This is an optimization exercise on Yosys and OpenROAD, whose aim is small area, not a production implementation. In this exercise RTL edits were held to simulation tests only and were not proved equivalent to the original. No activity file was given, so power comes from the tool's default toggle rates.

===== design.v =====
module etu_da (
    input  wire        clk,
    input  wire        rst,           
    input  wire        op_valid,
    input  wire [31:0] op_word,
    output reg         resp_valid,
    output reg  [2:0]  resp_status,
    output wire [15:0] resp_data,
    output reg         diag_valid,
    output wire [1:0]  diag_loop,
    output wire [7:0]  diag_state,
    output wire        trig,
    output wire [15:0] motor_out,
    output wire [15:0] steer_out,
    output wire        frozen,
    output wire        irq
);
    localparam [2:0] ST_OK         = 3'd0;
    localparam [2:0] ST_RESERVED   = 3'd1;
    localparam [2:0] ST_BADINDEX   = 3'd2;
    localparam [2:0] ST_CONTRACT   = 3'd3;
    localparam [2:0] ST_RANGE      = 3'd4;
    localparam [2:0] ST_NOTENABLED = 3'd5;
    reg [7:0]  edge_phase;      
    reg [15:0] pulse_width;     
    reg [7:0]  drive_cmd;       
    reg [15:0] motor_sp;        
    reg [15:0] steer_sp;        
    reg [7:0]  st_echo, st_car, st_motor, st_steer;
    reg [5:0]  wake_echo;       
    reg [3:0]  wake_car;        
    reg        wake_motor;      
    reg        wake_steer;      
    reg [15:0] tcnt;
    reg        es;
    reg        armed;           
    reg        capf;
    reg        trig_r;
    reg        echo_in;
    reg        fatal_f;         
    reg        wdt_one;         
    reg [15:0] motor_out_r;
    reg [15:0] steer_out_r;
    reg [2:0]  rsel;            
    reg [1:0]  dloop;           
    assign trig      = trig_r;
    assign motor_out = motor_out_r;
    assign steer_out = steer_out_r;
    assign frozen    = fatal_f;
    assign irq       = capf & armed;
    wire [3:0]  cls = op_word[31:28];
    wire [3:0]  op  = op_word[27:24];
    wire [3:0]  idx = op_word[23:20];
    wire [3:0]  rsv = op_word[19:16];
    wire [15:0] imm = op_word[15:0];
    wire idx_z = (idx == 4'd0);
    wire rsv_z = (rsv == 4'd0);
    wire imm_z = (imm == 16'd0);
    wire is_reset    = (cls == 4'd0)  && (op == 4'd0);
    wire is_tick     = (cls == 4'd0)  && (op == 4'd1);
    wire is_edge     = (cls == 4'd0)  && (op == 4'd2);
    wire is_quantum  = (cls == 4'd0)  && (op == 4'd3);
    wire is_get      = (cls == 4'd1)  && (op == 4'd0);
    wire is_put      = (cls == 4'd1)  && (op == 4'd1);
    wire is_get_isr  = (cls == 4'd1)  && (op == 4'd2);
    wire is_put_isr  = (cls == 4'd1)  && (op == 4'd3);
    wire is_dispatch = (cls == 4'd2)  && (op == 4'd0);
    wire is_step     = (cls == 4'd2)  && (op == 4'd1);
    wire is_capture  = (cls == 4'd3)  && (op == 4'd0);
    wire is_setst    = (cls == 4'd15) && (op == 4'd0);
    reg reserved;
    always @* begin
        if (is_reset || is_quantum || is_dispatch || is_capture)
            reserved = !(idx_z && rsv_z && imm_z);
        else if (is_tick || is_edge)
            reserved = !(idx_z && rsv_z);
        else if (is_get || is_get_isr || is_step)
            reserved = !(rsv_z && imm_z);
        else if (is_put || is_put_isr || is_setst)
            reserved = !rsv_z;
        else
            reserved = 1'b1;
    end
    wire cell_op   = is_get || is_put || is_get_isr || is_put_isr;
    wire bad_index = (cell_op && (idx >= 4'd5)) || ((is_step || is_setst) && (idx[3:2] != 2'd0));
    wire contract  = is_get_isr || is_put_isr;
    wire u8_cell   = (idx == 4'd0) || (idx == 4'd2);
    wire hi_nz     = (imm[15:8] != 8'd0);
    wire range_err = (is_put && u8_cell && hi_nz) ||
                     (is_edge && (hi_nz || imm[7:1] != 7'd0)) ||
                     (is_setst && hi_nz);
    wire not_en    = (is_capture && !(capf && armed)) || (is_step && fatal_f);
    reg [2:0] status;
    always @* begin
        if (reserved)       status = ST_RESERVED;
        else if (bad_index) status = ST_BADINDEX;
        else if (contract)  status = ST_CONTRACT;
        else if (range_err) status = ST_RANGE;
        else if (not_en)    status = ST_NOTENABLED;
        else                status = ST_OK;
    end
    wire do_op = op_valid && (status == ST_OK);
    wire wz_echo = (wake_echo == 6'd0);
    wire wz_car  = (wake_car == 4'd0);
    reg       run_loop;
    reg [1:0] run_id;
    always @* begin
        run_loop = 1'b0;
        run_id   = 2'd0;
        if (is_step) begin
            run_loop = 1'b1;
            run_id   = idx[1:0];
        end else if (is_dispatch && !fatal_f) begin
            if (!wake_motor) begin
                run_loop = 1'b1; run_id = 2'd2;
            end else if (!wake_steer) begin
                run_loop = 1'b1; run_id = 2'd3;
            end else if (wz_car) begin
                run_loop = 1'b1; run_id = 2'd1;
            end else if (wz_echo) begin
                run_loop = 1'b1; run_id = 2'd0;
            end
        end
    end
    wire [1:0] st_sel = fatal_f ? dloop : run_id;
    reg  [7:0] run_state;
    always @* begin
        case (st_sel)
            2'd0:    run_state = st_echo;
            2'd1:    run_state = st_car;
            2'd2:    run_state = st_motor;
            default: run_state = st_steer;
        endcase
    end
    wire recognised = (run_state[7:2] == 6'd0) && (run_state[1] == 1'b0 || run_id == 2'd1);
    wire run_go     = do_op && run_loop;
    wire take_fatal = run_go && !recognised;
    wire run_ok     = run_go && recognised;
    wire run_echo  = run_ok && (run_id == 2'd0);
    wire run_car   = run_ok && (run_id == 2'd1);
    wire run_motor = run_ok && (run_id == 2'd2);
    wire run_steer = run_ok && (run_id == 2'd3);
    assign diag_loop  = dloop;
    assign diag_state = run_state;
    wire cmd0 = (drive_cmd == 8'd0);
    wire cmd1 = (drive_cmd == 8'd1);
    wire cmd2 = (drive_cmd == 8'd2);
    reg [1:0] car_next;
    always @* begin
        case (st_car[1:0])
            2'd0:    car_next = 2'd2;
            2'd2:    car_next = cmd1 ? 2'd1 : cmd2 ? 2'd3 : 2'd2;
            2'd1:    car_next = cmd0 ? 2'd2 : 2'd1;
            default: car_next = cmd0 ? 2'd2 : 2'd3;
        endcase
    end
    wire car_fwd   = (car_next == 2'd1);
    wire car_steer = (car_next == 2'd3) && (pulse_width < 16'd150);
    reg [15:0] get_data;
    always @* begin
        case (rsel)
            3'd0:    get_data = {8'd0, edge_phase};
            3'd1:    get_data = pulse_width;
            3'd2:    get_data = {8'd0, drive_cmd};
            3'd3:    get_data = motor_sp;
            3'd4:    get_data = steer_sp;
            default: get_data = 16'd0;
        endcase
    end
    assign resp_data = get_data;
    wire wdt_expire = do_op && is_quantum && fatal_f && wdt_one;
    wire soft_reset = rst || (do_op && is_reset) || wdt_expire;
    always @(posedge clk) begin
        if (soft_reset) begin
            edge_phase  <= 8'd0;
            pulse_width <= 16'd0;
            drive_cmd   <= 8'd0;
            motor_sp    <= 16'd0;
            steer_sp    <= 16'd0;
            st_echo     <= 8'd0;
            st_car      <= 8'd0;
            st_motor    <= 8'd0;
            st_steer    <= 8'd0;
            wake_echo   <= 6'd0;
            wake_car    <= 4'd0;
            wake_motor  <= 1'b0;
            wake_steer  <= 1'b0;
            tcnt        <= 16'd0;
            es          <= 1'b0;
            armed       <= 1'b0;
            capf        <= 1'b0;
            trig_r      <= 1'b0;
            fatal_f     <= 1'b0;
            wdt_one     <= 1'b0;
            motor_out_r <= 16'd0;
            steer_out_r <= 16'd0;
            if (rst)
                echo_in <= 1'b0;
        end else if (do_op) begin
            if (is_tick && armed)
                tcnt <= tcnt + imm;
            if (is_edge) begin
                echo_in <= imm[0];
                if ((echo_in != imm[0]) && (imm[0] == es))
                    capf <= 1'b1;
            end
            if (is_quantum) begin
                if (!wz_echo)  wake_echo <= wake_echo - 6'd1;
                if (!wz_car)   wake_car  <= wake_car - 4'd1;
                wake_motor <= 1'b0;
                wake_steer <= 1'b0;
                if (fatal_f)   wdt_one   <= 1'b1;
            end
            if (is_put) begin
                case (idx[2:0])
                    3'd0:    edge_phase  <= imm[7:0];
                    3'd1:    pulse_width <= imm;
                    3'd2:    drive_cmd   <= imm[7:0];
                    3'd3:    motor_sp    <= imm;
                    default: steer_sp    <= imm;
                endcase
            end
            if (is_capture) begin
                capf <= 1'b0;
                if (edge_phase == 8'd0) begin
                    es         <= 1'b0;
                    tcnt       <= 16'd0;
                    edge_phase <= 8'd1;
                end else begin
                    es          <= 1'b1;
                    pulse_width <= tcnt;
                    edge_phase  <= 8'd0;
                end
            end
            if (is_setst) begin
                case (idx[1:0])
                    2'd0:    st_echo  <= imm[7:0];
                    2'd1:    st_car   <= imm[7:0];
                    2'd2:    st_motor <= imm[7:0];
                    default: st_steer <= imm[7:0];
                endcase
            end
            if (run_echo) begin
                if (!st_echo[0]) begin
                    es         <= 1'b1;
                    capf       <= 1'b0;
                    edge_phase <= 8'd1;
                    trig_r     <= 1'b1;
                    armed      <= 1'b1;
                    st_echo    <= 8'd1;
                end else begin
                    trig_r     <= ~trig_r;
                end
                wake_echo <= 6'd50;
            end
            if (run_car) begin
                st_car   <= {6'd0, car_next};
                motor_sp <= car_fwd ? 16'd100 : 16'd0;
                steer_sp <= car_steer ? 16'd100 : 16'd0;
                wake_car <= 4'd10;
            end
            if (run_motor) begin
                if (!st_motor[0])
                    st_motor <= 8'd1;
                else
                    motor_out_r <= motor_sp;
                wake_motor <= 1'b1;
            end
            if (run_steer) begin
                if (!st_steer[0])
                    st_steer <= 8'd1;
                else
                    steer_out_r <= steer_sp;
                wake_steer <= 1'b1;
            end
            if (take_fatal) begin
                fatal_f <= 1'b1;
                wdt_one <= 1'b0;
            end
        end
    end
    always @(posedge clk) begin
        if (rst) begin
            resp_valid  <= 1'b0;
            resp_status <= ST_OK;
            diag_valid  <= 1'b0;
            rsel        <= 3'd7;
        end else begin
            resp_valid  <= op_valid;
            resp_status <= op_valid ? status : ST_OK;
            diag_valid  <= take_fatal;
            rsel        <= (do_op && is_get) ? idx[2:0] : 3'd7;
        end
        if (take_fatal)
            dloop <= run_id;
    end
endmodule

===== run.sh =====
#!/bin/bash
# synth_recipe.tcl (not shown) runs the flow's synth.tcl, then flattens the netlist and writes it again
# the make line also repeats each setting of config.mk as NAME=value (left out here)
make -C /OpenROAD-flow-scripts/flow DESIGN_CONFIG=/design/flow/config.mk WORK_HOME=/design/flow/orfs CLKGATE_MAP_FILE= SYNTH_SCRIPT=/design/flow/synth_recipe.tcl finish

===== config.mk =====
export PLATFORM = sky130hd
export DESIGN_NAME = etu_da
export DESIGN_NICKNAME = etu_da
export VERILOG_FILES = /design/flow/design.v
export SDC_FILE = /design/flow/constraint.sdc
export NUM_CORES = 4
export LEC_CHECK = 0
export CAP_MARGIN = 20
export CORE_MARGIN = 2
export CORE_UTILIZATION = 40
export SLEW_MARGIN = 20

===== constraint.sdc =====
create_clock -name core_clock -period 6.0 [get_ports {clk}]
set_input_delay 1.2000 -clock core_clock [delete_from_list [all_inputs] [get_ports {clk}]]
set_output_delay 1.2000 -clock core_clock [all_outputs]
set_load 0.01 [all_outputs]

==> impl_metrics.json <==
{
  "status": "complete, no violations",
  "powerDensity_mw_per_mm2": 223,
  "coreArea_mm2": 0.0219,
  "htreeDepth": 4,
  "grt.overflow.total": 0,
  "tns_ps": 0,
  "drt_iter0_markers": 674,
  "io_buffers": 100,
  "cp_cell_sequence": "clkdlybuf4s50_1 > nor4_4 > o211ai_1 > a22o_1 > o211ai_1 > clkdlybuf4s50_1",
  "pre_cts_ws_ps": 637,
  "worstPathMaxFanout": 17,
  "cts_post_setup_buffers_inserted": 0,
  "synth.most_common_cell": "dfxtp_1",
  "cts_resized": 0,
  "syn_area_mm2": 0.00895,
  "synth_cells": 1090,
  "synthAdderAreaFrac": 0.0288,
  "grtUsageTotal": 0.235,
  "yosys-top-cells-count": "dfxtp_1, nand2_1, nor2_1, a21oi_1, mux2i_1",
  "critPathRequiredTime_ps": 4800,
  "drc": 0,
  "ys_warn_count": 1,
  "relSlewSlack": 0.436,
  "synth_area_leaders": "dfxtp_1, mux2i_1, a21oi_1, nand2_1, nor2_1",
  "final_hold_viol_count": 0,
  "die_area_mm2": 0.0236,
  "start_kind": "primary input",
  "fillers": 2166,
  "chipWidth_um": 154,
  "synthMuxAreaShare": 0.0882,
  "wire_per_inst_um": 19.0,
  "crit_path_max_incr_delay_ps": 660,
  "antenna_left": 0,
  "areaGrowthSynthToFinish_pct": 22.0,
  "p_leak_nw": 4.07,
  "finalNonFillerCells": 1466,
  "min_path_type": "register to register",
  "grt_max_degree": 55,
  "cts_root_buf": "clkbuf_16",
  "ios": 101,
  "cts.sinks": 173,
  "grt_pass1_vias": 7913,
  "ir_drop_v": 0.000144,
  "crit_type": "primary input to output port",
  "synth_nets": 1145,
  "dp_cells": 1435,
  "cts_tree": "yes",
  "rows": 54,
  "synth_simple_gate_area_frac": 0.230,
  "vias": 8363,
  "antenna_found_initial": 0,
  "ys_ff_latch": 173,
  "synth_sequential_area_ratio": 0.390,
  "clock_skew_ps": 10.0,
  "clk_latency_ps": 440,
  "crit_path_end_kind": "output port",
  "drv_cap": 0,
  "cts.clk_slew.worst_paths_ps": 70,
  "synth-edff-count": 3,
  "final_nets": 1229,
  "drt-total-wl_um": 27800,
  "layout_setup_ws_ps": 588,
  "hpwl_um": 20200,
  "clock.fmax_mhz": 185,
  "clockBufferDepth": 2,
  "drt_pass1_iterations": 5,
  "gp_congestion": 0.900,
  "viasPerCell": 5.70,
  "postSynth.asyncResetShare": 0,
  "chipHeight_um": 154,
  "synth_compound_area_frac": 0.198,
  "synth_ff_type": "dfxtp_1",
  "synth_top_family_by_area": "simple AND/OR/NAND/NOR gates",
  "cp_data_arrival_time_ps": 4210,
  "cts_hold_buf": 0,
  "insertedDiodeCount": 0,
  "setup_violations": 0,
  "grt_pass1_wl_um": 44400,
  "start_util": 0.409,
  "post-route-min-period_ps": 5410,
  "synth_top_cell_by_area": "dfxtp_1",
  "slowest_stage": "clkdlybuf4s50_1",
  "postSynthAreaPerCell_um2": 8.21,
  "synth.distinct_cells": 85,
  "worst_slew_pin_slew_ps": 840,
  "synth_top_area_share": 0.380,
  "maxSlewViolCount": 0,
  "drive_gt1_frac": 0.0801,
  "rsz0062_at_grt": "false",
  "finalCritPeriodShare": 0.902,
  "cts_made_buffers": 17,
  "synth_xor_area_frac": 0.0186
}
power breakdown:
part	leakage, nW	internal, mW	total (mW)	switching, mW
clock	0.290	0.669	1.16	0.487
sequential	1.40	1.15	1.15	0.000509
combinational	2.37	0.0484	0.129	0.0809
worst paths after layout:
path / start / to / slack [ps] / cells past startpoint
hold reg to reg: st_steer[5]$_SDFFE_PP0P_ / st_steer[5]$_SDFFE_PP0P_ / 460 / 2
hold / removal: st_steer[5]$_SDFFE_PP0P_ / st_steer[5]$_SDFFE_PP0P_ / 460 / 2
setup / recovery: op_word[25] / diag_state[4] / 590 / 6
setup reg to reg: wake_car[0]$_SDFFE_PP0P_ / motor_sp[6]$_SDFFE_PP0P_ / 1970 / 12
logic make-up (layout without fill, tap and decap cells):
| family | Yosys count | in the layout |
|---|---|---|
| fa+ha+maj | 20 | 20 |
| xor+xnor | 19 | 19 |
| flops | 173 | 173 |
| simple gates | 422 | 422 |
| compound gates | 285 | 285 |
| mux | 76 | 76 |
| buf+inv | 95 | 191 |
state kept, by name, summed over array words and instances, names as in the netlist, 2 cells and up:
register and count:
steer_out_r 16, motor_sp 16, rsel 3, wake_car 4, motor_out_r 16, dloop 2
wake_echo 6, st_motor 8, resp_status 3, drive_cmd 8, tcnt 16, edge_phase 8
st_steer 8, st_echo 8, pulse_width 16, st_car 8, steer_sp 16
metrics by stage:
step	util	power (mW)	instance area, um2	hold WS (ps)
floorplan	-	1.24	8950	431
CTS	0.499	2.45	10900	462
global route	0.499	2.50	10900	480
global placement	0.471	1.31	10300	447
detailed placement	0.471	1.31	10300	452
finish	0.499	2.44	10900	460
critical path: cells and delay by family:
| family | cells | cell delay [ps] |
|---|---|---|
| buffers and inverters | 2 | 1260 |
| AO/OA/AOI/OAI | 3 | 1170 |
| AND/OR/NAND/NOR | 1 | 560 |
routing by layer:
metal / part of all wire / vias to the layer above / track usage
met5: 0 / - / 0
met4: 0.016 / 0 / 0.0620
met3: 0.055 / 34 / 0.0355
met2: 0.45 / 261 / 0.362
met1: 0.48 / 3937 / 0.344
li1: - / 4131 / -
layout by cell type, fill, tap and decap left out, drive strengths merged, types with 20 or more instances in the layout:
| cell | instances |
|---|---|
| inv | 23 |
| nand2 | 135 |
| nor3 | 27 |
| nor2 | 115 |
| mux2i | 71 |
| clkdlybuf4s50 | 100 |
| nor4 | 20 |
| o21ai | 48 |
| nand3 | 50 |
| a21oi | 111 |
| dfxtp | 170 |
| buf | 40 |
| o22ai | 28 |
area by class of cell:
type                    count  area (um2)  share of cell area
inverters                  20        75.1             0.00688
repair buffers            140        1330               0.121
well taps                 280         350              0.0321
clock buffers              19         443              0.0406
clock inverters            12         163              0.0149
multi-input cells         822        5070               0.464
flip-flops and latches    173        3490               0.320

[port drivers added, routing unchanged]
No port has a modelled driver above. Below, the same layout with a new extraction and two added sets of constraints. Step 1, drivers: a clkbuf_16 drives clk and a buf_2 each remaining input, both assumed. Step 2, shift: input delay + t, output delay - t, t = (earliest + latest rising clock arrival at the registers) / 2. This alone moves slack from input paths to output paths. a / b / c = no drivers / after step 1 / after step 2; a / b = the first two.
t, ns: 0.475
setup slack, ns: 0.588 / 0.568 / 0.568
hold slack, ns: 0.460 / 0.460 / 0.460
worst register clock-pin slew, ns: 0.07 / 0.07
cell pins on the clock port's net: 1
After both steps this run still meets setup and hold. For this run, drivers alone change the setup slack by -0.020 ns; drivers and shift together by -0.020 ns.
